Source: an optimization exercise on an open RTL-to-GDS flow (aim: small area). Production flows keep margins and buffers that such runs may drop. Only simulation tests tie the RTL to the original design; equivalence was not proved. Power is estimated from default activity; no workload was simulated.

### flow/flow/run.sh
#!/bin/bash
# Standard ORFS layout with these changes:
#  - synthesis maps the logic with flow/abc_map.script (area only: no ABC buffering or
#    gate sizing); everything else in synthesis, registers included, is unchanged;
#  - the port buffers are the smallest buffer cell;
#  - CTS uses larger sink clusters and no dummy loads.
set -euo pipefail
here=$(pwd)
rm -rf scripts_map
cp -r "$FLOW_HOME/scripts" scripts_map
cp flow/abc_map.script scripts_map/abc_speed.script
bash standard.sh SCRIPTS_DIR="$here/scripts_map" synth > synth.log 2>&1
export BUFFER_PORTS_ARGS="-buffer_cell sky130_fd_sc_hd__buf_1"
export CTS_ARGS="-sink_clustering_enable -repair_clock_nets -dont_use_dummy_load -buf_list {sky130_fd_sc_hd__clkbuf_8} -sink_clustering_size 16 -sink_clustering_max_diameter 50"
bash standard.sh > layout.log 2>&1
### flow/flow/abc_map.script
&get -n
&st
&dch
&nf -R 1000
&st
&syn2
&dch -f
&nf -R 1000
&st
&syn2
&dch -f
&nf -R 1000
&put
topo
### flow/standard.sh
#!/bin/bash
# synth_recipe.tcl (not shown) runs the flow's synth.tcl, then flattens the netlist and writes it again
# the make line also repeats each setting of config.mk as NAME=value (left out here)
make -C /OpenROAD-flow-scripts/flow DESIGN_CONFIG=/design/flow/config.mk WORK_HOME=/design/flow/orfs CLKGATE_MAP_FILE= SYNTH_SCRIPT=/design/flow/synth_recipe.tcl "${@:-finish}"
### flow/config.mk
export PLATFORM = sky130hd
export DESIGN_NAME = fenc
export DESIGN_NICKNAME = fenc
export VERILOG_FILES = /design/flow/design.v
export SDC_FILE = /design/flow/constraint.sdc
export NUM_CORES = 4
export LEC_CHECK = 0
export CAP_MARGIN = 20
export CORE_MARGIN = 2
export CORE_UTILIZATION = 65
export GPL_TIMING_DRIVEN = 0
export SLEW_MARGIN = 20
### flow/constraint.sdc
create_clock -name core_clock -period 20.0 [get_ports {clk}]
set_input_delay 4.0000 -clock core_clock [delete_from_list [all_inputs] [get_ports {clk}]]
set_output_delay 4.0000 -clock core_clock [all_outputs]
set_load 0.01 [all_outputs]
### flow/design.v
module fenc_crc8 (
    input  wire [7:0] x,
    output wire [7:0] y
);
    wire [7:0] s [0:8];
    assign s[0] = x;
    genvar i;
    generate
        for (i = 0; i < 8; i = i + 1) begin : g_step
            assign s[i+1] = s[i][7] ? ({s[i][6:0], 1'b0} ^ 8'hD5) : {s[i][6:0], 1'b0};
        end
    endgenerate
    assign y = s[8];
endmodule
module fenc_clamp (
    input  wire [15:0] v,
    input  wire        rng,
    input  wire        force_lo,
    input  wire        force_hi,
    output wire [10:0] c
);
    wire signed [15:0] sv = v;
    wire [10:0] lo = rng ? 11'd191  : 11'd1000;
    wire [10:0] hi = rng ? 11'd1792 : 11'd2000;
    wire below = rng ? (sv < 16'sd191)  : (sv < 16'sd1000);
    wire above = rng ? (sv > 16'sd1792) : (sv > 16'sd2000);
    wire lt = force_lo | (!force_hi & below);
    wire gt = force_hi | above;
    assign c = lt ? lo : gt ? hi : v[10:0];
endmodule
module fenc (
    input  wire        clk,
    input  wire        rst,           
    input  wire        cmd_valid,
    output wire        cmd_ready,
    input  wire [31:0] cmd,
    output wire        rsp_valid,
    output wire        rsp_ok,
    output wire [15:0] rsp_data
);
    localparam [7:0] OP_NOP    = 8'h00, OP_LDAX   = 8'h01, OP_LDCH   = 8'h02,
                     OP_SETARM = 8'h03, OP_CSRW   = 8'h04, OP_CSRR   = 8'h05,
                     OP_RDAX   = 8'h06, OP_RDCH   = 8'h07, OP_RDFB   = 8'h08,
                     OP_POP    = 8'h09, OP_REWIND = 8'h0A, OP_RST    = 8'h0F,
                     OP_XORI   = 8'h10, OP_XORB   = 8'h11, OP_CRCI   = 8'h12,
                     OP_CRCB   = 8'h13, OP_MAPM   = 8'h20, OP_MAPC   = 8'h21,
                     OP_FMTM   = 8'h30, OP_FMTC   = 8'h31, OP_ENC    = 8'h40;
    localparam [4:0] S_IDLE = 5'd0,  S_RESP = 5'd2,  S_CLR  = 5'd3,
                     S_AXW  = 5'd4,  S_AXS  = 5'd5,  S_CHW  = 5'd6,  S_POLW = 5'd7,
                     S_FBW  = 5'd8,  S_FBS  = 5'd9,  S_MW   = 5'd10, S_MC   = 5'd11,
                     S_MCL  = 5'd12, S_MMIN = 5'd13, S_MINS = 5'd14, S_MAUX = 5'd15,
                     S_MAUXI= 5'd16, S_MREST= 5'd17, S_FW   = 5'd18, S_FR   = 5'd19,
                     S_FC   = 5'd20;
    reg  [7:0] pos;                   
    reg  [3:0] pj;                    
    wire       pos_end = (pos == 8'd175);
    wire [3:0] hch = pos[3:0] + {pos[2:0], 1'b0} + 4'd3;    
    reg [255:0] chr;
    reg [175:0] fbr;
    reg [15:0]  ax0, ax1, ax2, ax3;
    reg [43:0]  polr;
    wire [15:0] chh  = chr[15:0];
    wire        fbh  = fbr[0];
    wire [10:0] polh = polr[10:0];
    reg [4:0]  state;
    reg [4:0]  k;
    reg [15:0] T;                     
    reg [5:0]  idx;                   
    reg        f;                     
    reg        ok_q;
    reg [7:0]  xsum, crc;
    reg [5:0]  optr;
    reg [2:0]  ecode;
    reg        fvalid, fproto, fn16;
    reg [3:0]  cfg;                   
    reg        armed;
    reg        pp;                    
    reg        c1, c2, c3, sgn;
    wire idle = (state == S_IDLE);
    wire fire = idle && cmd_valid;
    assign cmd_ready = idle && !rst;
    assign rsp_valid = (state == S_RESP) && !rst;
    assign rsp_ok    = ok_q;
    assign rsp_data  = T;
    wire [7:0]  op   = cmd[31:24];
    wire [7:0]  cidx = cmd[23:16];
    wire [15:0] imm  = cmd[15:0];
    wire idx0 = (cidx == 8'd0);
    wire imm0 = (imm == 16'd0);
    reg legal;
    always @* begin
        case (op)
            OP_NOP, OP_POP, OP_REWIND, OP_RST, OP_XORI, OP_CRCI,
            OP_MAPM, OP_MAPC, OP_FMTM, OP_FMTC, OP_ENC:
                           legal = idx0 && imm0;
            OP_LDAX:       legal = (cidx[7:2] == 6'd0);
            OP_LDCH:       legal = (cidx[7:4] == 4'd0);
            OP_SETARM:     legal = idx0 && (imm[15:1] == 15'd0);
            OP_CSRW:       legal = 1'b1;
            OP_CSRR:       legal = imm0;
            OP_RDAX:       legal = (cidx[7:2] == 6'd0) && imm0;
            OP_RDCH:       legal = (cidx[7:4] == 4'd0) && imm0;
            OP_RDFB:       legal = imm0;
            OP_XORB, OP_CRCB:
                           legal = idx0 && (imm[15:8] == 8'd0);
            default:       legal = 1'b0;
        endcase
    end
    wire [5:0] flen = !fvalid ? 6'd0 : fproto ? 6'd26 : fn16 ? 6'd38 : 6'd22;
    wire       err  = (ecode != 3'd0);
    wire       csr_lo  = (cidx[7:3] == 5'd0) && (cidx[2:0] <= 3'd5);
    wire       csr_pol = (cidx[7:2] == 6'b000010);
    reg [15:0] csr_rdata;
    always @* begin
        case (cidx[2:0])
            3'd0:    csr_rdata = {12'd0, cfg};
            3'd1:    csr_rdata = {8'd0, 1'b0, ecode, 1'b0, err, fproto, fvalid};
            3'd2:    csr_rdata = {10'd0, flen};
            3'd3:    csr_rdata = {10'd0, optr};
            3'd4:    csr_rdata = {8'd0, xsum};
            default: csr_rdata = {8'd0, crc};
        endcase
    end
    wire [15:0] cl_in  = T;
    wire        cl_rng = (state == S_CLR) ? pos[1] : (state == S_POLW) ? idx[1] : pp;
    wire        cl_flo = ((state == S_CLR) && !pos[0]) || (state == S_MAUXI);
    wire        cl_fhi = ((state == S_CLR) &&  pos[0]) || (state == S_MAUX);
    wire [10:0] cl_out;
    fenc_clamp u_clamp (.v(cl_in), .rng(cl_rng), .force_lo(cl_flo), .force_hi(cl_fhi), .c(cl_out));
    wire       in_fr  = (state == S_FR);
    wire       in_fc  = (state == S_FC);
    wire       pass   = in_fr | in_fc;
    wire       fb_din = (pj == 4'd0) ? cl_out[0] : T[1];    
    wire       ebit   = in_fr ? fb_din : fbh;
    wire [2:0] bi     = fproto ? pos[2:0] : pj[2:0];
    wire       incl   = fproto | fn16 | !k[3];           
    wire [7:0] e_fmt  = {7'd0, ebit & incl} << bi;
    wire       sel_crc = in_fr ? fproto : op[1];
    wire [7:0] eng_x  = in_fc ? T[7:0] : sel_crc ? crc : xsum;
    wire [7:0] eng_e  = pass ? e_fmt : imm[7:0];
    wire [7:0] eng_y  = eng_x ^ eng_e;
    wire [7:0] eng_f;
    fenc_crc8 u_crc (.x(eng_y), .y(eng_f));
    wire       eng_usef = pass ? (fproto && (pos[2:0] == 3'd7)) : op[1];
    wire [7:0] eng_z  = eng_usef ? eng_f : eng_y;
    wire [7:0] chk_init = fproto ? 8'hD3 : (fn16 ? 8'hE8 : 8'hD8);
    reg [15:0] axa;
    always @* begin
        case (idx[1:0])
            2'd0: axa = ax0;
            2'd1: axa = ax1;
            2'd2: axa = ax2;
            default: axa = ax3;
        endcase
    end
    wire axh = axa[0];
    wire thr = (idx[1:0] == 2'd3);
    function automatic xterm(input [4:0] kk, input [4:0] o, input tap, input sg);
        xterm = (kk < o) ? 1'b0 : (kk > 5'd15 + o) ? sg : tap;
    endfunction
    wire [25:0] csh  = pp ? (thr ? 26'h0017E00 : 26'h00F8000) : (thr ? 26'h007D000 : 26'h0177000);
    wire        dbit = csh[k];
    wire        mc_end = (k == (thr ? 5'd24 : 5'd25));
    wire xa  = armed & xterm(k, 5'd7, axa[9], sgn);
    wire xbr = armed & (pp ? xterm(k, 5'd6, axa[10], sgn) : xterm(k, 5'd1, axa[15], sgn));
    wire xcr = armed & (pp ? xterm(k, 5'd3, axa[13], sgn) : xterm(k, 5'd0, axa[0], sgn));
    wire xb  = pp ? xbr : ~xbr;
    wire xc  = pp ? xcr : ~xcr;
    wire s1  = xa ^ xb ^ c1;
    wire s2  = s1 ^ xc ^ c2;
    wire rb  = s2 ^ dbit ^ c3;
    wire c1n = (xa & xb) | (xa & c1) | (xb & c1);
    wire c2n = (s1 & xc) | (s1 & c2) | (xc & c2);
    wire c3n = (s2 & dbit) | (s2 & c3) | (dbit & c3);
    function automatic lt11(input [10:0] a, input [10:0] b);
        integer n;
        reg l, e;
        begin
            l = 1'b0; e = 1'b1;
            for (n = 10; n >= 0; n = n - 1) begin
                l = l | (e & ~a[n] & b[n]);
                e = e & ~(a[n] ^ b[n]);
            end
            lt11 = l;
        end
    endfunction
    wire pol_lt = lt11(polh, T[10:0]);
    wire ord = pp ? cfg[3] : cfg[2];
    wire [3:0] tgt = {idx[3:1], idx[0] ^ (ord & idx[1] & (state == S_MINS))};
    wire ch_hit = (hch == tgt);
    wire [5:0] K      = f ? optr : idx;
    wire [5:0] Km5    = K - 6'd5;
    wire [5:0] Km3    = K - 6'd3;
    wire       fb_hdr = fproto ? (K < 6'd3) : (K < 6'd5);
    wire       fb_chk = fproto ? (K == 6'd25) : (K == (fn16 ? 6'd37 : 6'd21));
    reg  [7:0] fb_cbyte;
    always @* begin
        if (fproto) begin
            case (K[1:0])
                2'd0:    fb_cbyte = 8'hC8;
                2'd1:    fb_cbyte = 8'h18;
                default: fb_cbyte = 8'h16;
            endcase
        end else begin
            case (K[2:0])
                3'd0:    fb_cbyte = 8'h24;
                3'd1:    fb_cbyte = 8'h4D;
                3'd2:    fb_cbyte = 8'h3C;
                3'd3:    fb_cbyte = fn16 ? 8'h20 : 8'h10;
                default: fb_cbyte = 8'hC8;
            endcase
        end
    end
    wire fb_start = fproto ? (pos == {Km3[4:0], 3'b000})
                           : (!k[4] && (k[3:0] == Km5[4:1]) && (pj == {Km5[0], 3'b000}));
    wire fb_mask  = fproto | !Km5[0] | pj[3];
    wire ax_go  = (pos[3:0] == 4'd0);
    wire pol_go = (pos[1:0] == idx[1:0]);
    always @(posedge clk) begin
        chr  <= {chr[15:0], chr[255:16]};
        fbr  <= {fbr[0], fbr[175:1]};
        ax0  <= {ax0[0], ax0[15:1]};
        ax1  <= {ax1[0], ax1[15:1]};
        ax2  <= {ax2[0], ax2[15:1]};
        ax3  <= {ax3[0], ax3[15:1]};
        polr <= {polr[10:0], polr[43:11]};
        if (rst) begin
            pos <= 8'd0; pj <= 4'd0;
        end else begin
            pos <= pos_end ? 8'd0 : pos + 8'd1;
            if (pj == 4'd10) pj <= 4'd0;
            else pj <= pj + 4'd1;
        end
        if (rst) begin
            state <= S_CLR;
            k     <= 5'd0;
            f     <= 1'b0;
            T     <= 16'd0;
        end else begin
            case (state)
                S_IDLE: begin
                    T   <= imm;
                    idx <= cidx[5:0];
                    if (cmd_valid) begin
                        ok_q  <= 1'b1;
                        state <= S_RESP;
                        if (!legal) begin
                            ok_q <= 1'b0; T <= 16'd0;
                            if (!err) ecode <= 3'd1;
                        end else begin
                            case (op)
                                OP_LDAX, OP_RDAX: begin f <= !op[2]; state <= S_AXW; end
                                OP_LDCH, OP_RDCH: begin f <= !op[2]; state <= S_CHW; end
                                OP_SETARM: begin armed <= imm[0]; T <= 16'd0; end
                                OP_CSRW: begin
                                    f <= 1'b1;
                                    if (idx0) begin cfg <= imm[3:0]; T <= 16'd0; end
                                    else if (csr_pol) state <= S_POLW;
                                    else begin
                                        ok_q <= 1'b0; T <= 16'd0;
                                        if (!err) ecode <= 3'd2;
                                    end
                                end
                                OP_CSRR: begin
                                    f <= 1'b0;
                                    if (csr_lo) T <= csr_rdata;
                                    else if (csr_pol) state <= S_POLW;
                                    else begin
                                        ok_q <= 1'b0;
                                        if (!err) ecode <= 3'd2;
                                    end
                                end
                                OP_RDFB, OP_POP: begin
                                    f <= op[0]; k <= 5'd16;
                                    if (!fvalid) begin
                                        ok_q <= 1'b0;
                                        if (!err) ecode <= 3'd4;
                                    end else if (op[0] ? (fproto ? (optr == 6'd26) : fn16 ? (optr == 6'd38) : (optr == 6'd22))
                                                          : (fproto ? (cidx >= 8'd26) : fn16 ? (cidx >= 8'd38) : (cidx >= 8'd22))) begin
                                        ok_q <= 1'b0;
                                        if (!err) ecode <= 3'd3;
                                    end else state <= S_FBW;
                                end
                                OP_REWIND: optr <= 6'd0;
                                OP_RST: begin f <= 1'b1; k <= 5'd0; state <= S_CLR; end
                                OP_XORI: xsum <= 8'd0;
                                OP_XORB: begin xsum <= eng_z; T <= 16'd0; end
                                OP_CRCI: crc <= 8'd0;
                                OP_CRCB: begin crc <= eng_z; T <= 16'd0; end
                                OP_MAPM, OP_MAPC: begin pp <= op[0]; f <= 1'b0; state <= S_MW; end
                                OP_ENC: begin pp <= cfg[0]; f <= 1'b1; state <= S_MW; end
                                OP_FMTM, OP_FMTC: begin pp <= op[0]; state <= S_FW; end
                                default: ;
                            endcase
                        end
                    end
                end
                S_CLR: begin
                    cfg <= 4'b1000; armed <= 1'b0; xsum <= 8'd0; crc <= 8'd0;
                    optr <= 6'd0; ecode <= 3'd0; fvalid <= 1'b0; fproto <= 1'b0; fn16 <= 1'b0;
                    ok_q <= 1'b1;
                    k <= k + 5'd1;
                    if (k == 5'd15) state <= f ? S_RESP : S_IDLE;
                end
                S_AXW, S_AXS: begin
                    if (state == S_AXS || ax_go) begin
                        T <= {!f & axh, T[15:1]};
                        k <= (state == S_AXW) ? 5'd1 : k + 5'd1;
                        state <= S_AXS;
                        if (state == S_AXS && k == 5'd15) state <= S_RESP;
                    end
                end
                S_CHW: begin
                    if (ch_hit) begin
                        T <= f ? 16'd0 : chh;
                        state <= S_RESP;
                    end
                end
                S_POLW: begin
                    if (pol_go) begin
                        T <= f ? 16'd0 : {5'd0, polh};
                        state <= S_RESP;
                    end
                end
                S_FBW: begin
                    if (pos_end) k <= 5'd0;
                    else if (pj == 4'd10 && !k[4]) k <= k + 5'd1;
                    if (fb_chk) begin
                        if (pos_end) begin
                            T <= {8'd0, chk_init};
                            state <= S_FC;
                        end
                    end else if (fb_hdr) begin
                        T <= {8'd0, fb_cbyte};
                        if (f) optr <= optr + 6'd1;
                        state <= S_RESP;
                    end else if (fb_start) begin
                        T <= {fbh & fb_mask, T[15:1]};
                        k <= 5'd1;
                        state <= S_FBS;
                    end
                end
                S_FBS: begin
                    T <= {(k < 5'd8) & fbh & fb_mask, T[15:1]};
                    k <= k + 5'd1;
                    if (k == 5'd15) begin
                        if (f) optr <= optr + 6'd1;
                        state <= S_RESP;
                    end
                end
                S_MW: begin
                    c1 <= !pp; c2 <= !pp; c3 <= 1'b0;
                    k <= 5'd0;
                    if (pos[3:0] == 4'd15) state <= S_MC;
                end
                S_MC: begin
                    c1 <= c1n; c2 <= c2n; c3 <= c3n;
                    if (k == 5'd15) sgn <= axh;
                    T <= {rb, T[15:1]};
                    k <= k + 5'd1;
                    if (mc_end) state <= S_MCL;
                end
                S_MCL: begin
                    T <= {5'd0, cl_out};
                    state <= thr ? S_MMIN : S_MINS;
                end
                S_MMIN: begin
                    if (pos[1:0] == {pp, 1'b1}) begin
                        if (pol_lt) T <= {5'd0, polh};
                        state <= S_MINS;
                    end
                end
                S_MINS: begin
                    if (ch_hit) begin
                        idx[2:0] <= idx[2:0] + 3'd1;
                        state <= (idx[1:0] == 2'd3) ? S_MAUX : S_MW;
                    end
                end
                S_MAUX: begin
                    if (armed) begin
                        T <= {5'd0, cl_out};
                        state <= S_MAUXI;
                    end else if (pos[1:0] == {pp, 1'b0}) begin
                        T <= {5'd0, polh};
                        state <= S_MAUXI;
                    end
                end
                S_MAUXI: begin
                    if (ch_hit) begin
                        T <= {5'd0, cl_out};
                        k <= 5'd0;
                        state <= S_MREST;
                    end
                end
                S_MREST: begin
                    k <= k + 5'd1;
                    if (k == 5'd15) begin
                        T <= 16'd0;
                        state <= f ? S_FW : S_RESP;
                    end
                end
                S_FW: begin
                    fproto <= pp; fn16 <= cfg[1];
                    if (pp) crc <= 8'hD3; else xsum <= cfg[1] ? 8'hE8 : 8'hD8;
                    k <= 5'd0;
                    if (pos_end) begin
                        T <= chh;
                        state <= S_FR;
                    end
                end
                S_FR: begin
                    if (fproto) crc <= eng_z; else xsum <= eng_z;
                    if (pj == 4'd10) k <= k + 5'd1;
                    if (pos_end) T <= 16'd0;
                    else if (pj == 4'd10) T <= chh;
                    else if (pj == 4'd0) T <= {5'd0, cl_out};
                    else T <= {1'b0, T[15:1]};
                    if (pos_end) begin
                        fvalid <= 1'b1; optr <= 6'd0;
                        state <= S_RESP;
                    end
                end
                S_FC: begin
                    T <= {8'd0, eng_z};
                    if (pj == 4'd10) k <= k + 5'd1;
                    if (pos_end) begin
                        if (f) optr <= optr + 6'd1;
                        state <= S_RESP;
                    end
                end
                default: begin   
                    state <= S_IDLE;
                end
            endcase
        end
        if (!rst) begin
            if ((state == S_CLR) ||
                (state == S_CHW && ch_hit && f) ||
                ((state == S_MINS || state == S_MAUXI) && ch_hit) ||
                (state == S_MREST && hch >= 4'd5))
                chr[255:240] <= T;
            if (state == S_FR)
                fbr[175] <= fb_din;
            if ((state == S_CLR) || (state == S_POLW && pol_go && f))
                polr[43:33] <= cl_out;
            if ((state == S_CLR) ||
                (((state == S_AXW && ax_go) || state == S_AXS) && f)) begin
                if (state == S_CLR || idx[1:0] == 2'd0) ax0[15] <= T[0];
                if (state == S_CLR || idx[1:0] == 2'd1) ax1[15] <= T[0];
                if (state == S_CLR || idx[1:0] == 2'd2) ax2[15] <= T[0];
                if (state == S_CLR || idx[1:0] == 2'd3) ax3[15] <= T[0];
            end
        end
    end
endmodule
==> results of run 1 <==
==> worst max-delay path by stage <==
stage                     from         to  slack [ps]  cells past startpoint
after detailed placement   rst  rsp_valid       10820                      4
final                      rst  rsp_valid       10740                      4
after CTS                  rst  rsp_valid       10810                      4
after global routing       rst  rsp_valid       10720                      4
after floorplan            rst  rsp_valid       11570                      1
after global placement     rst  cmd_ready        9920                      3
==> layer usage <==
layer	wire, um	vias to the layer above
met2	20300	716
met3	4680	141
met1	19700	6139
met5	0	-
li1	-	6024
met4	1630	0
==> cells in the mapped netlist (10+ instances only) <==
master and instances:
sky130_fd_sc_hd__a211oi_1 21, sky130_fd_sc_hd__o22ai_1 10, sky130_fd_sc_hd__o211ai_1 14, sky130_fd_sc_hd__o21ai_0 117, sky130_fd_sc_hd__and3_1 11, sky130_fd_sc_hd__a221oi_1 10, sky130_fd_sc_hd__a222oi_1 10, sky130_fd_sc_hd__nand4_1 14
sky130_fd_sc_hd__clkinv_1 52, sky130_fd_sc_hd__nor2_1 148, sky130_fd_sc_hd__nor3_1 30, sky130_fd_sc_hd__a31oi_1 19, sky130_fd_sc_hd__nand2b_1 13, sky130_fd_sc_hd__nand2_1 135, sky130_fd_sc_hd__nand3_1 34, sky130_fd_sc_hd__a21oi_1 108
sky130_fd_sc_hd__edfxtp_1 45, sky130_fd_sc_hd__xor2_1 24, sky130_fd_sc_hd__xnor2_1 46, sky130_fd_sc_hd__mux2_1 15, sky130_fd_sc_hd__mux2i_1 22, sky130_fd_sc_hd__ha_1 30, sky130_fd_sc_hd__dfxtp_1 579, sky130_fd_sc_hd__nor4_1 18
sky130_fd_sc_hd__o221ai_1 12
==> flip-flops by register name, indices dropped and copies added, names as in the netlist, 16 cells and up <==
signal / count
fbr: 176
ax0: 16
ax1: 16
T: 16
ax3: 16
chr: 256
polr: 44
ax2: 16
==> power groups by stage <==
stage	sequential (uW)	combinational, uW	clock, uW
3_3_place_gp	1530	239	0
3_5_place_dp	1550	247	0
4_1_cts	1520	249	583
6_report	1520	256	572
5_1_grt	1530	279	624
2_1_floorplan	1510	169	0
==> worst max-delay path, delay by kind of cell <==
kind                   cells  cell delay, ps
buffers and inverters      3             620
and+or+nand+nor            1             620
==> final cells by class <==
class	count	area (um^2)
Inverter	52	195
Clock buffer	49	674
Multi-Input combinational cell	973	5970
Fill cell	2004	8260
Antenna cell	1	2.50
Sequential cell	624	12900
Timing Repair Buffer	58	259
Tap cell	384	480
==> cell usage in the layout, fill, tap and decap left out, drive strengths merged, types with 10 or more instances in the layout <==
| master | instances |
|---|---|
| o221ai | 12 |
| clkbuf | 49 |
| a222oi | 10 |
| edfxtp | 45 |
| a221oi | 10 |
| a211oi | 21 |
| nor3 | 30 |
| mux2 | 15 |
| and3 | 11 |
| nor4 | 18 |
| nor2 | 148 |
| o211ai | 14 |
| nand4 | 14 |
| nand2b | 13 |
| nand3 | 34 |
| xnor2 | 46 |
| buf | 58 |
| a21oi | 108 |
| mux2i | 22 |
| a31oi | 19 |
| xor2 | 24 |
| o22ai | 10 |
| o21ai | 117 |
| dfxtp | 579 |
| ha | 30 |
| nand2 | 135 |
| clkinv | 52 |
==> stage by stage <==
step / setup slack (ps) / area (um^2) / instances / total power [uW]
6_report: 10740 / 20500 / 2141 / 2350
5_1_grt: 10720 / 20500 / 2140 / 2440
4_1_cts: 10810 / 20500 / 2140 / 2350
3_5_place_dp: 10820 / 19800 / 2091 / 1790
3_3_place_gp: 9920 / 19700 / 2086 / 1770
2_1_floorplan: 11570 / 19000 / 1649 / 1680
==> cell families after synthesis <==
logic type,after synthesis
DFF,624
and+or+nand+nor,448
AOI/OAI and AO/OA,377
xor gates and xnor gates,70
buffers and inverters,52
adders and majority gates,41
muxes,37
==> key figures, run 1 <==
Run status
  – Status: finished clean

Synth
  – Ys Warns: 2
  – Share of Yosys cell area claimed by the top area cell type: 60.9%
  – Combinational family with the most area after synthesis: compound AO/OA/AOI/OAI gates
  – Ys async rst share: 0%
  – Proportion of synthesized chip area in sequential cells: 68.0%
  – Gate count of the mapped netlist: 1649
  – Flops & latches, synth: 624
  – Adder-cell area share of the yosys netlist: 2.71%
  – Average cell area after synthesis: 11.5 um^2
  – Yosys top cell by area: sky130_fd_sc_hd__dfxtp_1
  – Synthesized net count: 1717
  – Post-synthesis mux area share: 2.04%
  – Main synth FF type: sky130_fd_sc_hd__dfxtp_1
  – Area share of and/or/nand/nor cells after synthesis: 10.7%
  – Leading cell types by total area after synthesis: sky130_fd_sc_hd__dfxtp_1, sky130_fd_sc_hd__edfxtp_1, sky130_fd_sc_hd__o21ai_0
  – Compound-gate portion of the synthesized area: 12.3%
  – Number of enable-type register cells in the synthesized netlist: 45
  – Xor/xnor cell area share of the yosys netlist: 3.22%
  – Mapped Area: 19000 um^2
  – Number of distinct library cells after synthesis: 58

Floorplan
  – Number of core rows: 62
  – Die Height: 175 um
  – Horizontal extent of the die: 175 um
  – Starting Density: 66.2%
  – I/O pin count: 54
  – Die Outline Area: 30700 um^2
  – Core area: 28800 um^2

Routing
  – Per-cell via count in the routed design: 6.08
  – Number of design-rule violations left by the first detailed-router iteration: 1696
  – DRC viols: 0
  – Post-DRT Antenna Nets: 0
  – Wire length reported by the detailed router: 46.3 mm
  – Total vias in the final route: 13.0k
  – Wire length per cell after detailed routing: 21.6 um
  – Detailed Routing Iterations Pass 1: 8

STA
  – Fmax: 108 MHz
  – Transition time at the pin with the least slew margin: 1130 ps
  – Min cycle time layout: 9260 ps
  – Final hold violation count: 0
  – Period Utilization, post-route: 46.3%
  – Setup violations, final: 0
  – Maximum clock skew at final layout: 112 ps
  – Unrepaired setup endpoints after global routing: false
  – Relative slew margins: 24.5%
  – Fin. max-slew vios: 0
  – Total negative slack for setup checks: 0 ps
  – Fin Hold WS: 303 ps

Setup path
  – Terminus of the critical flop-to-flop path: crc[4]
  – Arrival time of the worst setup path: 5260 ps
  – R2R cell count: 22
  – Reg2reg setup slack: 12140 ps
  – Startpoint of the lowest-slack register-to-register path: state[0]
  – Highest net fanout along the worst path: 29
  – CP Launch Type: input pin
  – Start-to-end type of the worst setup path: input pin to output port
  – Crit path cell chain: buf_2, buf_12, nor4_1, buf_1
  – Critical path's largest stage delay: 620 ps
  – Critical Path RT: 16000 ps
  – Critical path endpoint category: output port
  – Max stage delay cell, worst path: sky130_fd_sc_hd__nor4_1

Global routing
  – Met2 track demand over resource in global routing: 45.8%
  – GR met3 Demand/Resource: 6.40%
  – Met1 demand-to-capacity share in global routing: 42.4%
  – Layer with the highest usage: met2
  – Antenna violations before repair: 1
  – Remaining Overflow, GRT: 0
  – All-Layer GR Usage: 30.1%
  – Maximum number of pins on one net before global-route repair: 30
  – Global-route wire length before repair: 70.9 mm
  – Number of global-route vias before repair: 12.5k

Clock network
  – Cell at the root of the clock tree: sky130_fd_sc_hd__clkbuf_8
  – Clock input transition at the sequential cells of the worst setup and hold paths: 80 ps
  – Number of gates given a new drive strength after cts: 0
  – Clock network latency to the later pin of the worst-skew pair: 620 ps
  – Post-CTS setup buffer count: 0
  – CTS Hold Buffers Added: 0
  – CTS tree: yes
  – Total clock sinks: 624
  – Maximum clock path buffer count: 3
  – CTS H-tree lvls: 2
  – Number of buffers inserted during clock tree synthesis: 49

Power and ir drop
  – Power density cells: 114 nW/um^2
  – Sw Pwr: 604 uW
  – Sequential fraction of design power: 64.7%
  – Clk pwr share: 24.4%
  – Leakage power of the design: 0.00775 uW
  – Worst ir drop on vdd: 110 uV
  – Proportion of total power due to net switching: 25.8%
  – Fraction of power consumed by combinational cells: 10.9%
  – Internal power consumption: 1740 uW

Place
  – Count of input and output buffers: 53
  – Estimated wirelength of the detail-placed design: 32.9 mm
  – Routability congestion estimate from global placement: 0.992

Final layout
  – Layout overhead on the synthesized area: 7.74%
  – Post-layout net count: 1826
  – Utilization after layout: 71.3%
  – Fraction of layout instances using a drive strength above 1: 3.64%

Job
  – Count of maximum capacitance violations: 0

Worst hold path
  – Hold Crit Class: flip-flop to flip-flop
  – Sink of the worst hold path: fbr[128]
  – Cell depth of the worst min-delay path: 0
  – Hold Crit Start: fbr[129]
==> inputs of run 2 (changes only) <==
--- a/flow/flow/run.sh
+++ b/flow/flow/run.sh
@@ -11,5 +11,5 @@
 cp flow/abc_map.script scripts_map/abc_speed.script
 bash standard.sh SCRIPTS_DIR="$here/scripts_map" synth > synth.log 2>&1
 export BUFFER_PORTS_ARGS="-buffer_cell sky130_fd_sc_hd__buf_1"
-export CTS_ARGS="-sink_clustering_enable -repair_clock_nets -dont_use_dummy_load -buf_list {sky130_fd_sc_hd__clkbuf_8} -sink_clustering_size 16 -sink_clustering_max_diameter 50"
+export CTS_ARGS="-sink_clustering_enable -repair_clock_nets -dont_use_dummy_load -buf_list {sky130_fd_sc_hd__clkbuf_4} -sink_clustering_size 10 -sink_clustering_max_diameter 40"
 bash standard.sh > layout.log 2>&1
==> run 2 against run 1 <==
  * Still clean on timing, DRC and antenna
  * Clock skew down 6.4 ps
  * Utilization down 0.32 points
  * Critical path depth is the same
  * Flip-flop and latch count did not move
  * Sequential share of layout area up 0.28 points
  * Clock power down 6.8%
  * Wire length rose by 0.69%
  * Via count up 1.4%
==> key figures, run 2 <==
Clock network
  – Clock network latency to the later pin of the worst-skew pair: 740 ps
  – Cell at the root of the clock tree: sky130_fd_sc_hd__clkbuf_4
  – Total clock sinks: 624
  – Maximum clock path buffer count: 3
  – Post-CTS setup buffer count: 0
  – CTS tree: yes
  – Clock input transition at the sequential cells of the worst setup and hold paths: 100 ps
  – Number of gates given a new drive strength after cts: 0
  – CTS H-tree lvls: 3
  – CTS Hold Buffers Added: 0
  – Number of buffers inserted during clock tree synthesis: 77

Power and ir drop
  – Overall power of the completed layout: 2310 uW
  – Internal power consumption: 1700 uW
  – Sw Pwr: 606 uW
  – Clk pwr share: 23.1%
  – Fraction of power consumed by combinational cells: 11.1%
  – Sequential fraction of design power: 65.8%
  – Power density cells: 113 nW/um^2
  – Leakage power of the design: 0.00775 uW
  – Proportion of total power due to net switching: 26.3%
  – Worst ir drop on vdd: 95.8 uV

Final layout
  – Top reg by flops: chr
  – Layout overhead on the synthesized area: 7.26%
  – Commonest non-fill, non-tap cells in the layout: sky130_fd_sc_hd__dfxtp_1, sky130_fd_sc_hd__nor2_1, sky130_fd_sc_hd__nand2_1
  – Most common library cell in the layout ignoring fill and taps: sky130_fd_sc_hd__dfxtp_1
  – Flip-flop count of the largest register, all copies and words added: 256
  – Post-layout net count: 1854
  – Top flop regs: chr (256), fbr (176), polr (44)
  – Layout filler cell count: 2006
  – Seq. cell area: 12900 um^2
  – Fraction of layout instances using a drive strength above 1: 5.21%
  – Multi-input gate area: 5970 um^2

Synth
  – Gate count of the mapped netlist: 1649
  – Number of distinct library cells after synthesis: 58
  – Adder-cell area share of the yosys netlist: 2.71%
  – Post-synthesis mux area share: 2.04%
  – Main synth FF type: sky130_fd_sc_hd__dfxtp_1
  – Yosys top cell by area: sky130_fd_sc_hd__dfxtp_1
  – Flops & latches, synth: 624
  – Area share of and/or/nand/nor cells after synthesis: 10.7%
  – Compound-gate portion of the synthesized area: 12.3%
  – Ys async rst share: 0%
  – Combinational family with the most area after synthesis: compound AO/OA/AOI/OAI gates
  – Ys Warns: 2
  – Proportion of synthesized chip area in sequential cells: 68.0%
  – Mapped Area: 19000 um^2
  – Average cell area after synthesis: 11.5 um^2
  – Cell types with the highest counts after synthesis: sky130_fd_sc_hd__dfxtp_1, sky130_fd_sc_hd__nor2_1, sky130_fd_sc_hd__nand2_1
  – Count leader, synth: sky130_fd_sc_hd__dfxtp_1
  – Synthesized net count: 1717
  – Xor/xnor cell area share of the yosys netlist: 3.22%
  – Number of enable-type register cells in the synthesized netlist: 45
  – Leading cell types by total area after synthesis: sky130_fd_sc_hd__dfxtp_1, sky130_fd_sc_hd__edfxtp_1, sky130_fd_sc_hd__o21ai_0
  – Share of Yosys cell area claimed by the top area cell type: 60.9%

Floorplan
  – Die Outline Area: 30700 um^2
  – Die Height: 175 um
  – Horizontal extent of the die: 175 um
  – Number of core rows: 62
  – Starting Density: 66.2%
  – I/O pin count: 54
  – Core area: 28800 um^2

Place
  – Worst setup slack before clock tree synthesis: 10820 ps
  – Routability congestion estimate from global placement: 0.992
  – Count of input and output buffers: 53
  – Estimated wirelength of the detail-placed design: 32.9 mm

STA
  – Maximum clock skew at final layout: 105 ps
  – Unrepaired setup endpoints after global routing: false
  – Transition time at the pin with the least slew margin: 1150 ps
  – Total negative slack for setup checks: 0 ps
  – Period Utilization, post-route: 46.0%
  – Relative slew margins: 22.4%
  – Final hold violation count: 0
  – Min cycle time layout: 9210 ps
  – Worst setup slack after layout: 10790 ps
  – Fin. max-slew vios: 0
  – Fin Hold WS: 260 ps
  – Fmax: 109 MHz
  – Setup violations, final: 0

Setup path
  – Critical Path RT: 16000 ps
  – Stages on worst setup path: 4
  – Gate family responsible for the most delay along the worst path: buffers and inverters
  – Worst setup path start: rst
  – Arrival time of the worst setup path: 5210 ps
  – Max stage delay cell, worst path: sky130_fd_sc_hd__nor4_1
  – Critical path endpoint category: output port
  – Crit path cell chain: buf_2, buf_12, nor4_1, buf_1
  – Terminus of the critical flop-to-flop path: xsum[6]
  – Startpoint of the lowest-slack register-to-register path: state[2]
  – Reg2reg setup slack: 12170 ps
  – Critical path's largest stage delay: 570 ps
  – R2R cell count: 22
  – Highest net fanout along the worst path: 29
  – Worst path buffer plus inverter count: 3
  – CP Launch Type: input pin
  – Crit path capture: rsp_valid
  – Start-to-end type of the worst setup path: input pin to output port

Routing
  – Post-DRT Antenna Nets: 0
  – Total vias in the final route: 13.2k
  – Number of design-rule violations left by the first detailed-router iteration: 1637
  – Wire length per cell after detailed routing: 21.5 um
  – Per-cell via count in the routed design: 6.09
  – Detailed Routing Iterations Pass 1: 6
  – Wire length reported by the detailed router: 46.6 mm
  – DRC viols: 0

Worst hold path
  – Hold Crit Class: flip-flop to flip-flop
  – Hold Crit Start: fbr[170]

Global routing
  – Antenna violations before repair: 2
  – Number of global-route vias before repair: 12.8k
  – All-Layer GR Usage: 30.6%
  – Global-route wire length before repair: 71.9 mm
  – Maximum number of pins on one net before global-route repair: 30
  – Remaining Overflow, GRT: 0

Job
  – Count of maximum capacitance violations: 0

Run status
  – Status: finished clean
-- run 2: metal layers --
layer	vias up	part of all wire, %	GRT usage [%]
met5	-	0.15	1.76
met4	2	3.9	13.6
met3	143	10	7.16
met2	721	44	45.6
met1	6224	42	42.7
li1	6116	-	-
-- run 2: worst min-delay path by stage --
stage	endpoint	slack (ps)	cells after the start
6_report	fbr[169]	260	0
5_1_grt	fbr[169]	240	0
4_1_cts	fbr[169]	270	0
3_5_place_dp	chr[237]	310	0
3_3_place_gp	polr[9]	310	0
2_1_floorplan	ax0[0]	310	0
-- run 2: power by group through the flow --
stage | sequential, uW | combinational [uW] | clock [uW]
after global placement | 1530 | 239 | 0
after detailed placement | 1550 | 247 | 0
after floorplan | 1510 | 169 | 0
after CTS | 1520 | 249 | 547
after global routing | 1530 | 279 | 595
final | 1520 | 256 | 533
-- run 2: logic make-up after synthesis --
| logic type | count (synthesis) |
|---|---|
| AO/OA/AOI/OAI | 377 |
| XOR/XNOR | 70 |
| adder cells (fa/ha/maj) | 41 |
| buffers and inverters | 52 |
| flip-flops | 624 |
| multiplexers | 37 |
| AND/OR/NAND/NOR | 448 |
-- run 2: layout make-up --
type                       instances  area share, %
sequential                       624           63.4
multi-input combinational        973           29.2
clock buffer                      77           2.83
tap                              384           2.35
timing repair buffer              58           1.27
inverter                          52          0.955
antenna                            1         0.0122
-- run 2: through the flow --
stage	utilization, %	cell area (um^2)	cells
final	71.0	20400	2169
after global routing	71.0	20400	2169
after CTS	70.9	20400	2168
after detailed placement	68.9	19800	2091
after global placement	68.5	19700	2086
after floorplan	-	19000	1649
==> inputs of run 3 (changes only) <==
--- a/flow/flow/run.sh
+++ b/flow/flow/run.sh
@@ -1,6 +1,6 @@
 #!/bin/bash
 # Standard ORFS layout with these changes:
-#  - synthesis maps the logic with flow/abc_map.script (area only: no ABC buffering or
+#  - synthesis maps the logic with flow/abc_map.script (area only: deepsyn, then mapping; no ABC buffering or
 #    gate sizing); everything else in synthesis, registers included, is unchanged;
 #  - the port buffers are the smallest buffer cell;
 #  - CTS uses larger sink clusters and no dummy loads.
==> flow/flow/abc_map.script (replaced) <==
&get -n
&st
&deepsyn -T 60
&dch -f
&nf -R 1000
&put
topo
==> run 3 against run 2 <==
  * Sequential share of layout area rose by 2.0 points
  * Final cell count shrank 4.9%
  * Non-clock buffer count fell by 1
  * Register-to-register slack better by 750 ps
  * Clock skew is 14 ps lower
  * Highest routed layer is now met4
==> key figures, run 3 <==
Floorplan
  – Number of core rows: 61
  – Core area: 27900 um^2
  – I/O pin count: 54
  – Die Height: 173 um
  – Horizontal extent of the die: 173 um
  – Starting Density: 66.3%
  – Die Outline Area: 29800 um^2

Synth
  – Mapped Area: 18500 um^2
  – Count leader, synth: sky130_fd_sc_hd__dfxtp_1
  – Proportion of synthesized chip area in sequential cells: 70.0%
  – Ys async rst share: 0%
  – Flops & latches, synth: 624
  – Ys Warns: 2
  – Cell types with the highest counts after synthesis: sky130_fd_sc_hd__dfxtp_1, sky130_fd_sc_hd__nor2_1, sky130_fd_sc_hd__nand2_1
  – Gate count of the mapped netlist: 1550
  – Number of distinct library cells after synthesis: 59
  – Main synth FF type: sky130_fd_sc_hd__dfxtp_1
  – Number of enable-type register cells in the synthesized netlist: 45
  – Yosys top cell by area: sky130_fd_sc_hd__dfxtp_1
  – Synthesized net count: 1618
  – Share of Yosys cell area claimed by the top area cell type: 62.7%
  – Leading cell types by total area after synthesis: sky130_fd_sc_hd__dfxtp_1, sky130_fd_sc_hd__edfxtp_1, sky130_fd_sc_hd__a21oi_1
  – Average cell area after synthesis: 11.9 um^2

STA
  – Fin Hold WS: 271 ps
  – Setup violations, final: 0
  – Total negative slack for setup checks: 0 ps
  – Unrepaired setup endpoints after global routing: false
  – Final hold violation count: 0
  – Fmax: 108 MHz
  – Min cycle time layout: 9290 ps
  – Fin. max-slew vios: 0
  – Relative slew margins: 26.7%
  – Period Utilization, post-route: 46.5%
  – Maximum clock skew at final layout: 90.8 ps
  – Transition time at the pin with the least slew margin: 1100 ps

Run status
  – Status: finished clean

Worst hold path
  – Cell depth of the worst min-delay path: 0
  – Hold Crit Start: fbr[96]
  – Sink of the worst hold path: fbr[95]
  – Hold Crit Class: flip-flop to flip-flop

Final layout
  – Layout overhead on the synthesized area: 7.20%
  – Most common library cell in the layout ignoring fill and taps: sky130_fd_sc_hd__dfxtp_1
  – Flip-flop count of the largest register, all copies and words added: 256
  – Layout filler cell count: 1994
  – Top flop regs: chr (256), fbr (176), polr (44)
  – Fraction of layout instances using a drive strength above 1: 5.17%
  – Utilization after layout: 71.1%
  – Post-layout net count: 1753
  – Commonest non-fill, non-tap cells in the layout: sky130_fd_sc_hd__dfxtp_1, sky130_fd_sc_hd__nor2_1, sky130_fd_sc_hd__nand2_1
  – Top reg by flops: chr
  – Final instance area: 19800 um^2

Setup path
  – Highest net fanout along the worst path: 27
  – Arrival time of the worst setup path: 5290 ps
  – Critical Path RT: 16000 ps
  – Start-to-end type of the worst setup path: input pin to output port
  – Critical path endpoint category: output port
  – Terminus of the critical flop-to-flop path: T[2]
  – CP Launch Type: input pin
  – R2R cell count: 27
  – Startpoint of the lowest-slack register-to-register path: state[0]
  – Reg2reg setup slack: 12920 ps

Clock network
  – Clock network latency to the later pin of the worst-skew pair: 740 ps
  – Number of buffers inserted during clock tree synthesis: 76
  – Post-CTS setup buffer count: 0
  – Total clock sinks: 624
  – Number of gates given a new drive strength after cts: 0
  – Cell at the root of the clock tree: sky130_fd_sc_hd__clkbuf_4
  – Clock input transition at the sequential cells of the worst setup and hold paths: 100 ps
  – Maximum clock path buffer count: 3
  – CTS H-tree lvls: 3
  – CTS Hold Buffers Added: 0
  – CTS tree: yes

Routing
  – Met2 WL: 19.5 mm
  – Wire length reported by the detailed router: 44.3 mm
  – DRC viols: 0
  – Post-DRT Antenna Nets: 0
  – Per-cell via count in the routed design: 6.03
  – DRT met1 WL: 18.8 mm
  – Total vias in the final route: 12.4k
  – Number of design-rule violations left by the first detailed-router iteration: 1515
  – Highest metal layer with signal wires: met4
  – Routed length on met3: 3.57 mm
  – Detailed Routing Iterations Pass 1: 8
  – Wire length per cell after detailed routing: 21.5 um

Global routing
  – Remaining Overflow, GRT: 0
  – All-Layer GR Usage: 29.8%
  – Number of global-route vias before repair: 12.5k
  – Antenna violations before repair: 3
  – Maximum number of pins on one net before global-route repair: 28
  – Global-route wire length before repair: 69.2 mm

Place
  – Total cell area at the placement stage: 19200 um^2
  – Estimated wirelength of the detail-placed design: 31.4 mm
  – Count of input and output buffers: 53
  – Routability congestion estimate from global placement: 1.06

Power and ir drop
  – Leakage power of the design: 0.00757 uW
  – Power density cells: 122 nW/um^2
  – Worst ir drop on vdd: 88.4 uV

Job
  – Count of maximum capacitance violations: 0
-- run 3: where the power goes --
| group | total, uW | switching, uW | internal, uW | leakage [uW] |
|---|---|---|---|---|
| combinational | 388 | 262 | 126 | 0.00209 |
| sequential | 1490 | 88.0 | 1400 | 0.00513 |
| clock | 531 | 355 | 175 | 0.000350 |
-- run 3: cell type report --
type / instances / area [um^2] / area share [%]
inverter: 51 / 191 / 0.966
clock buffer: 76 / 571 / 2.88
multi-input combinational: 875 / 5380 / 27.2
sequential: 624 / 12900 / 65.3
tap: 378 / 473 / 2.39
antenna: 2 / 5.00 / 0.0253
timing repair buffer: 57 / 249 / 1.26
-- run 3: critical path: stages --
cell                     delay (ps)
sky130_fd_sc_hd__buf_2          310
sky130_fd_sc_hd__or3_1          420
sky130_fd_sc_hd__nor3_1         330
sky130_fd_sc_hd__buf_1          210
-- run 3: routing by layer --
metal / vias to the layer above / global-route usage, %
li1: 5753 / -
met1: 5874 / 40.6
met2: 633 / 45.7
met3: 184 / 5.50
met4: 0 / 15.8
met5: - / 0
-- run 3: cell families after synthesis --
logic type	Yosys count	synth area share, %
AO/OA/AOI/OAI	343	11.9
multiplexers	30	1.75
buffers and inverters	51	1.04
AND/OR/NAND/NOR	420	10.5
adder cells (fa/ha/maj)	36	2.52
flip-flops	624	70.0
XOR/XNOR	46	2.18
-- run 3: stage by stage --
step | instances | total power [uW] | worst slack, ps
6_report | 2063 | 2410 | 10710
5_1_grt | 2062 | 2520 | 10680
4_1_cts | 2061 | 2420 | 10770
3_5_place_dp | 1985 | 1890 | 10770
3_3_place_gp | 1981 | 1870 | 10230
2_1_floorplan | 1550 | 1730 | 11410
-- run 3: worst max-delay path by stage --
stage	start	to	slack (ps)	cells past startpoint
2_1_floorplan	rst	rsp_valid	11410	2
3_3_place_gp	rst	cmd_ready	10230	3
3_5_place_dp	rst	rsp_valid	10770	4
4_1_cts	rst	rsp_valid	10770	4
5_1_grt	rst	rsp_valid	10680	4
6_report	rst	rsp_valid	10710	4
==> inputs of run 4 (changes only) <==
==> flow/flow/run.sh (replaced) <==
#!/bin/bash
# Standard ORFS layout with these changes:
#  - synthesis maps the logic with flow/abc_map.script (area only: deepsyn, then mapping; no ABC
#    buffering or gate sizing) and leaves adders to ABC too (no separate half/full-adder
#    mapping); everything else in synthesis, registers included, is unchanged;
#  - the port buffers are the smallest buffer cell;
#  - CTS uses larger sink clusters and no dummy loads.
set -euo pipefail
here=$(pwd)
rm -rf scripts_map
cp -r "$FLOW_HOME/scripts" scripts_map
cp flow/abc_map.script scripts_map/abc_speed.script
bash standard.sh SCRIPTS_DIR="$here/scripts_map" ADDER_MAP_FILE= synth > synth.log 2>&1
export BUFFER_PORTS_ARGS="-buffer_cell sky130_fd_sc_hd__buf_1"
export CTS_ARGS="-sink_clustering_enable -repair_clock_nets -dont_use_dummy_load -buf_list {sky130_fd_sc_hd__clkbuf_4} -sink_clustering_size 10 -sink_clustering_max_diameter 40"
bash standard.sh > layout.log 2>&1
--- a/flow/config.mk
+++ b/flow/config.mk
@@ -5,8 +5,8 @@
 export SDC_FILE = /design/flow/constraint.sdc
 export NUM_CORES = 4
 export LEC_CHECK = 0
-export CAP_MARGIN = 20
+export CAP_MARGIN = 10
 export CORE_MARGIN = 2
 export CORE_UTILIZATION = 65
 export GPL_TIMING_DRIVEN = 0
-export SLEW_MARGIN = 20
+export SLEW_MARGIN = 10
==> run 4 against run 3 <==
  * Still clean on timing, DRC and antenna
  * Flip-flop and latch count stayed put
  * Non-clock buffer count stayed put
  * Worst setup slack worse by 650 ps
  * Via count is 1.4% lower
  * Sequential share of layout area is 1.4 points higher
  * Critical endpoint is now cmd_ready
  * Largest cell class unchanged
==> key figures, run 4 <==
Synth
  – Flops & latches, synth: 624
  – Cell types with the highest counts after synthesis: sky130_fd_sc_hd__dfxtp_1, sky130_fd_sc_hd__nand2_1, sky130_fd_sc_hd__nor2_1
  – Gate count of the mapped netlist: 1493
  – Share of Yosys cell area claimed by the top area cell type: 64.2%
  – Yosys top cell by area: sky130_fd_sc_hd__dfxtp_1
  – Leading cell types by total area after synthesis: sky130_fd_sc_hd__dfxtp_1, sky130_fd_sc_hd__edfxtp_1, sky130_fd_sc_hd__nand2_1
  – Mapped Area: 18100 um^2
  – Synthesized net count: 1528
  – Number of enable-type register cells in the synthesized netlist: 45
  – Ys async rst share: 0%
  – Number of distinct library cells after synthesis: 61
  – Count leader, synth: sky130_fd_sc_hd__dfxtp_1
  – Average cell area after synthesis: 12.1 um^2
  – Proportion of synthesized chip area in sequential cells: 71.7%
  – Main synth FF type: sky130_fd_sc_hd__dfxtp_1
  – Ys Warns: 2

Setup path
  – Critical Path RT: 16000 ps
  – Worst setup path start: rst
  – Arrival time of the worst setup path: 5950 ps
  – R2R cell count: 24
  – Crit path capture: cmd_ready
  – Highest net fanout along the worst path: 24
  – Terminus of the critical flop-to-flop path: T[3]
  – Start-to-end type of the worst setup path: input pin to output port
  – Startpoint of the lowest-slack register-to-register path: state[0]
  – Reg2reg setup slack: 12370 ps
  – Critical path endpoint category: output port
  – CP Launch Type: input pin

Clock network
  – CTS Hold Buffers Added: 0
  – CTS H-tree lvls: 3
  – Clock network latency to the later pin of the worst-skew pair: 720 ps
  – Number of buffers inserted during clock tree synthesis: 77
  – Cell at the root of the clock tree: sky130_fd_sc_hd__clkbuf_4
  – Clock input transition at the sequential cells of the worst setup and hold paths: 90 ps
  – Maximum clock path buffer count: 3
  – Post-CTS setup buffer count: 0
  – Number of gates given a new drive strength after cts: 0
  – CTS tree: yes
  – Total clock sinks: 624

Routing
  – Per-cell via count in the routed design: 6.11
  – Wire length reported by the detailed router: 44.3 mm
  – Total vias in the final route: 12.3k
  – Highest metal layer with signal wires: met4
  – DRC viols: 0
  – Post-DRT Antenna Nets: 0
  – Routed length on met3: 3.78 mm
  – Wire length per cell after detailed routing: 22.1 um
  – Number of design-rule violations left by the first detailed-router iteration: 1615
  – Met2 WL: 20.2 mm
  – DRT met1 WL: 18.4 mm
  – Detailed Routing Iterations Pass 1: 10

Place
  – Count of input and output buffers: 53
  – Estimated wirelength of the detail-placed design: 31.7 mm
  – Routability congestion estimate from global placement: 0.985
  – Total cell area at the placement stage: 18800 um^2

Final layout
  – Top reg by flops: chr
  – Fraction of layout instances using a drive strength above 1: 5.53%
  – Commonest non-fill, non-tap cells in the layout: sky130_fd_sc_hd__dfxtp_1, sky130_fd_sc_hd__nand2_1, sky130_fd_sc_hd__nor2_1
  – Post-layout net count: 1664
  – Seq. cell area: 12900 um^2
  – Layout filler cell count: 1939
  – Layout overhead on the synthesized area: 7.37%
  – Most common library cell in the layout ignoring fill and taps: sky130_fd_sc_hd__dfxtp_1
  – Top flop regs: chr (256), fbr (176), polr (44)
  – Final instance area: 19400 um^2
  – Flip-flop count of the largest register, all copies and words added: 256
  – Multi-input gate area: 5050 um^2

Global routing
  – Number of global-route vias before repair: 12.0k
  – Antenna violations before repair: 2
  – All-Layer GR Usage: 30.9%
  – Global-route wire length before repair: 68.0 mm
  – Maximum number of pins on one net before global-route repair: 25
  – Remaining Overflow, GRT: 0

Power and ir drop
  – Internal power consumption: 1650 uW
  – Leakage power of the design: 0.00728 uW
  – Power density cells: 119 nW/um^2
  – Proportion of total power due to net switching: 28.8%
  – Worst ir drop on vdd: 76.1 uV
  – Fraction of power consumed by combinational cells: 14.5%
  – Sw Pwr: 666 uW
  – Sequential fraction of design power: 62.5%
  – Clk pwr share: 22.9%

Floorplan
  – Core area: 27600 um^2
  – Die Height: 171 um
  – Die Outline Area: 29100 um^2
  – I/O pin count: 54
  – Horizontal extent of the die: 171 um
  – Starting Density: 65.5%
  – Number of core rows: 61

STA
  – Fin. max-slew vios: 0
  – Period Utilization, post-route: 49.7%
  – Min cycle time layout: 9950 ps
  – Relative slew margins: 11.8%
  – Setup violations, final: 0
  – Total negative slack for setup checks: 0 ps
  – Transition time at the pin with the least slew margin: 1320 ps
  – Final hold violation count: 0
  – Fmax: 101 MHz
  – Maximum clock skew at final layout: 69.8 ps
  – Unrepaired setup endpoints after global routing: false

Worst hold path
  – Hold Crit Class: flip-flop to flip-flop

Job
  – Count of maximum capacitance violations: 0

Run status
  – Status: finished clean
==> run 4: cell count changes in the layout (fill, tap and decap cells not counted), moves of 8 or more <==
| cell | delta |
|---|---|
| sky130_fd_sc_hd__clkinv_1 | -20 |
| sky130_fd_sc_hd__nor4_1 | +8 |
| sky130_fd_sc_hd__ha_1 | -30 |
| sky130_fd_sc_hd__a22oi_1 | -11 |
| sky130_fd_sc_hd__nand2_1 | +15 |
| sky130_fd_sc_hd__nor3_1 | -10 |
| sky130_fd_sc_hd__a21oi_1 | -27 |
| sky130_fd_sc_hd__o21ai_0 | +24 |
| sky130_fd_sc_hd__o221ai_1 | -10 |
| sky130_fd_sc_hd__nor2_1 | -23 |
==> run 4: worst min-delay path by stage <==
stage                        start       end  slack, ps  depth (start not counted)
after detailed placement  chr[124]  chr[108]        310                          0
after global placement    chr[245]  chr[229]        310                          0
after CTS                  fbr[72]   fbr[71]        290                          0
after global routing       fbr[72]   fbr[71]        270                          0
after floorplan             ax0[1]    ax0[0]        310                          0
final                      fbr[72]   fbr[71]        280                          0
==> run 4: critical path, stage by stage <==
cell	delay, ps
sky130_fd_sc_hd__buf_2	500
sky130_fd_sc_hd__clkinv_1	590
sky130_fd_sc_hd__nand2_1	320
sky130_fd_sc_hd__clkinv_1	310
sky130_fd_sc_hd__buf_1	210
==> run 4: metal layers <==
metal | track usage (%) | up-vias
li1 | - | 5617
met1 | 41.6 | 5838
met2 | 48.7 | 679
met3 | 5.88 | 138
met4 | 14.5 | 0
met5 | 0 | -
==> run 4: layout make-up <==
| cell class | count | area share (%) |
|---|---|---|
| diodes | 2 | 0.0258 |
| flip-flops and latches | 624 | 66.7 |
| multi-input cells | 838 | 26.0 |
| inverters | 31 | 0.600 |
| repair buffers | 57 | 1.18 |
| clock buffers | 77 | 2.98 |
| well taps | 378 | 2.44 |
==> run 4: per-stage QoR <==
stage | utilization (%) | hold WS, ps | cells | setup slack [ps] | power (uW)
after floorplan | - | 310 | 1493 | 11540 | 1650
after global placement | 68.0 | 310 | 1924 | 9300 | 1780
after detailed placement | 68.2 | 312 | 1927 | 10180 | 1790
after CTS | 70.3 | 285 | 2004 | 10160 | 2320
after global routing | 70.4 | 273 | 2007 | 10020 | 2410
final | 70.4 | 277 | 2007 | 10050 | 2310
==> run 4: logic make-up (layout without fill, tap and decap cells) <==
kind of cell	after synthesis	in the layout	synth area share (%)
AOI/OAI and AO/OA	339	339	12.3
and+or+nand+nor	413	413	10.7
buffers and inverters	31	165	0.644
adders and majority gates	5	5	0.277
other	0	2	0
muxes	33	33	2.04
xor gates and xnor gates	48	48	2.33
DFF	624	624	71.7
==> run 4: power groups by stage <==
stage,combinational [uW],clock (uW),sequential [uW]
floorplan,213,0,1440
global placement,312,0,1470
detailed placement,322,0,1470
CTS,324,547,1440
global route,358,595,1460
finish,336,530,1450
==> inputs of run 5 (changes only) <==
--- a/flow/config.mk
+++ b/flow/config.mk
@@ -5,8 +5,8 @@
 export SDC_FILE = /design/flow/constraint.sdc
 export NUM_CORES = 4
 export LEC_CHECK = 0
-export CAP_MARGIN = 10
+export CAP_MARGIN = 20
 export CORE_MARGIN = 2
 export CORE_UTILIZATION = 65
 export GPL_TIMING_DRIVEN = 0
-export SLEW_MARGIN = 10
+export SLEW_MARGIN = 20
==> run 5 against run 4 <==
  * Clock power increased by 1%
  * Die area stayed put
  * Clock-buffer cell count is 1 higher
  * Flip-flop and latch count unchanged
  * Largest cell class unchanged
  * Total power is 0.47% higher
  * Critical endpoint unchanged
  * Largest power group unchanged
  * Global-route usage about the same
  * Clock skew increased by 28 ps
  * Final cell count barely moved
  * Utilization up 0.17 points
  * Design area up 0.24%
==> key figures, run 5 <==
STA
  – Fin. max-slew vios: 0
  – Maximum clock skew at final layout: 97.5 ps
  – Period Utilization, post-route: 49.9%
  – Fmax: 100 MHz
  – Transition time at the pin with the least slew margin: 1170 ps
  – Setup violations, final: 0
  – Total negative slack for setup checks: 0 ps
  – Worst setup slack after layout: 10020 ps
  – Min cycle time layout: 9980 ps
  – Unrepaired setup endpoints after global routing: false
  – Final hold violation count: 0
  – Relative slew margins: 21.6%

Global routing
  – Number of global-route vias before repair: 12.0k
  – Maximum number of pins on one net before global-route repair: 25
  – Global-route wire length before repair: 67.8 mm
  – Antenna violations before repair: 2
  – All-Layer GR Usage: 30.9%
  – Met2 track demand over resource in global routing: 48.6%
  – Met1 demand-to-capacity share in global routing: 41.8%
  – Remaining Overflow, GRT: 0
  – Layer with the highest usage: met2
  – GR met3 Demand/Resource: 5.20%

Setup path
  – Arrival time of the worst setup path: 5980 ps
  – Start-to-end type of the worst setup path: input pin to output port
  – Critical Path RT: 16000 ps
  – Critical path endpoint category: output port
  – CP Launch Type: input pin
  – Highest net fanout along the worst path: 24

Floorplan
  – Die Height: 171 um
  – Starting Density: 65.5%
  – Number of core rows: 61
  – Die Outline Area: 29100 um^2
  – Core area: 27600 um^2
  – I/O pin count: 54
  – Horizontal extent of the die: 171 um

Final layout
  – Layout filler cell count: 1944
  – Flip-flop count of the largest register, all copies and words added: 256
  – Top flop regs: chr (256), fbr (176), polr (44)
  – Top reg by flops: chr
  – Most common library cell in the layout ignoring fill and taps: sky130_fd_sc_hd__dfxtp_1
  – Fraction of layout instances using a drive strength above 1: 5.77%
  – Commonest non-fill, non-tap cells in the layout: sky130_fd_sc_hd__dfxtp_1, sky130_fd_sc_hd__nand2_1, sky130_fd_sc_hd__nor2_1
  – Layout overhead on the synthesized area: 7.63%
  – Post-layout net count: 1666

Synth
  – Synthesized net count: 1528
  – Combinational family with the most area after synthesis: compound AO/OA/AOI/OAI gates
  – Number of enable-type register cells in the synthesized netlist: 45
  – Proportion of synthesized chip area in sequential cells: 71.7%
  – Leading cell types by total area after synthesis: sky130_fd_sc_hd__dfxtp_1, sky130_fd_sc_hd__edfxtp_1, sky130_fd_sc_hd__nand2_1
  – Ys async rst share: 0%
  – Adder-cell area share of the yosys netlist: 0.277%
  – Post-synthesis mux area share: 2.04%
  – Number of distinct library cells after synthesis: 61
  – Xor/xnor cell area share of the yosys netlist: 2.33%
  – Flops & latches, synth: 624
  – Area share of and/or/nand/nor cells after synthesis: 10.7%
  – Ys Warns: 2
  – Cell types with the highest counts after synthesis: sky130_fd_sc_hd__dfxtp_1, sky130_fd_sc_hd__nand2_1, sky130_fd_sc_hd__nor2_1
  – Compound-gate portion of the synthesized area: 12.3%
  – Mapped Area: 18100 um^2
  – Count leader, synth: sky130_fd_sc_hd__dfxtp_1
  – Average cell area after synthesis: 12.1 um^2
  – Main synth FF type: sky130_fd_sc_hd__dfxtp_1
  – Yosys top cell by area: sky130_fd_sc_hd__dfxtp_1
  – Share of Yosys cell area claimed by the top area cell type: 64.2%
  – Gate count of the mapped netlist: 1493

Clock network
  – Clock network latency to the later pin of the worst-skew pair: 730 ps
  – Number of buffers inserted during clock tree synthesis: 78
  – CTS Hold Buffers Added: 0
  – Maximum clock path buffer count: 3
  – CTS H-tree lvls: 3
  – CTS tree: yes
  – Total clock sinks: 624
  – Clock input transition at the sequential cells of the worst setup and hold paths: 90 ps
  – Post-CTS setup buffer count: 0
  – Cell at the root of the clock tree: sky130_fd_sc_hd__clkbuf_4
  – Number of gates given a new drive strength after cts: 0

Run status
  – Status: finished clean

Routing
  – Wire length per cell after detailed routing: 22.2 um
  – Total vias in the final route: 12.3k
  – Detailed Routing Iterations Pass 1: 7
  – Number of design-rule violations left by the first detailed-router iteration: 1532
  – Per-cell via count in the routed design: 6.12
  – DRC viols: 0
  – Wire length reported by the detailed router: 44.7 mm
  – Post-DRT Antenna Nets: 0

Power and ir drop
  – Power density cells: 120 nW/um^2
  – Leakage power of the design: 0.00730 uW
  – Worst ir drop on vdd: 89.3 uV

Place
  – Routability congestion estimate from global placement: 0.985
  – Estimated wirelength of the detail-placed design: 32.0 mm
  – Count of input and output buffers: 53
  – Worst setup slack before clock tree synthesis: 10150 ps

Worst hold path
  – Hold Crit Class: flip-flop to flip-flop

Job
  – Count of maximum capacitance violations: 0
[run 5: cell counts after synthesis]
Identical to the previous run, type by type.
[run 5: final timing paths]
check                           startpoint         to  slack (ps)  cells past startpoint
worst max-delay path                   rst  cmd_ready       10020                      5
worst max register to register    state[0]       T[3]       12410                     24
worst min register to register    chr[245]   chr[229]         280                      0
worst min-delay path              chr[245]   chr[229]         280                      0
[run 5: power breakdown]
group	switching, uW	leakage, uW	internal [uW]
clock network	358	0.000359	180
registers	84.7	0.00511	1360
logic	230	0.00183	109
[run 5: metal layers]
layer  share of wire (%)  up-vias
li1                    -     5623
met1                  41     5853
met2                  46      698
met3                 8.8      129
met4                 3.9        0
met5                   0        -
[run 5: worst max-delay path, cell delays in order]
cell and delay (ps):
sky130_fd_sc_hd__buf_2 520, sky130_fd_sc_hd__clkinv_1 630, sky130_fd_sc_hd__nand2_1 320, sky130_fd_sc_hd__clkinv_1 290
sky130_fd_sc_hd__buf_1 210
[run 5: cells by family after synthesis]
family	count (synthesis)
DFF	624
and+or+nand+nor	413
AOI/OAI and AO/OA	339
xor gates and xnor gates	48
muxes	33
buffers and inverters	31
adders and majority gates	5
[run 5: final cells by class]
cell class / instances / area [um^2] / share of cell area, %
antenna: 2 / 5.00 / 0.0257
clock buffer: 78 / 586 / 3.01
inverter: 31 / 116 / 0.599
multi-input combinational: 838 / 5060 / 26.0
sequential: 624 / 12900 / 66.6
tap: 378 / 473 / 2.43
timing repair buffer: 58 / 260 / 1.34
[run 5: through the flow]
step / total power, uW / util (%) / cells / instance area (um^2) / hold slack, ps
detailed placement: 1800 / 68.4 / 1929 / 18800 / 312
global route: 2420 / 70.6 / 2009 / 19400 / 271
CTS: 2320 / 70.5 / 2007 / 19400 / 275
global placement: 1780 / 68.0 / 1924 / 18700 / 310
floorplan: 1650 / - / 1493 / 18100 / 310
finish: 2320 / 70.6 / 2009 / 19400 / 277

==> separate check: timing with driven ports <==
Ports are ideal in the flow. The routed layouts listed here were re-timed in OpenROAD. Step 1 assumes that a clkbuf_16 drives the clock port and a buf_2 every other input. Step 2 adds t to the input delays and takes it off the output delays; t is the mean of the earliest and latest rising clock arrival at the registers after step 1. Input paths then give back, and output paths get back, about the clock's delay inside the block. Three values: ideal, step 1, step 2; two values: the first two.
run | shift t [ns] | setup WS [ns] | worst register clock-pin slew, ns
run 1 | 0.612 | 10.743 / 10.709 / 10.709 | 0.10 / 0.10
run 2 | 0.731 | 10.793 / 10.759 / 10.759 | 0.11 / 0.11
run 3 | 0.745 | 10.705 / 10.687 / 10.687 | 0.10 / 0.10
run 4 | 0.734 | 10.051 / 10.023 / 10.023 | 0.11 / 0.11
run 5 | 0.732 | 10.022 / 9.993 / 9.993 | 0.12 / 0.12
After both steps setup and hold are still met in every run listed.
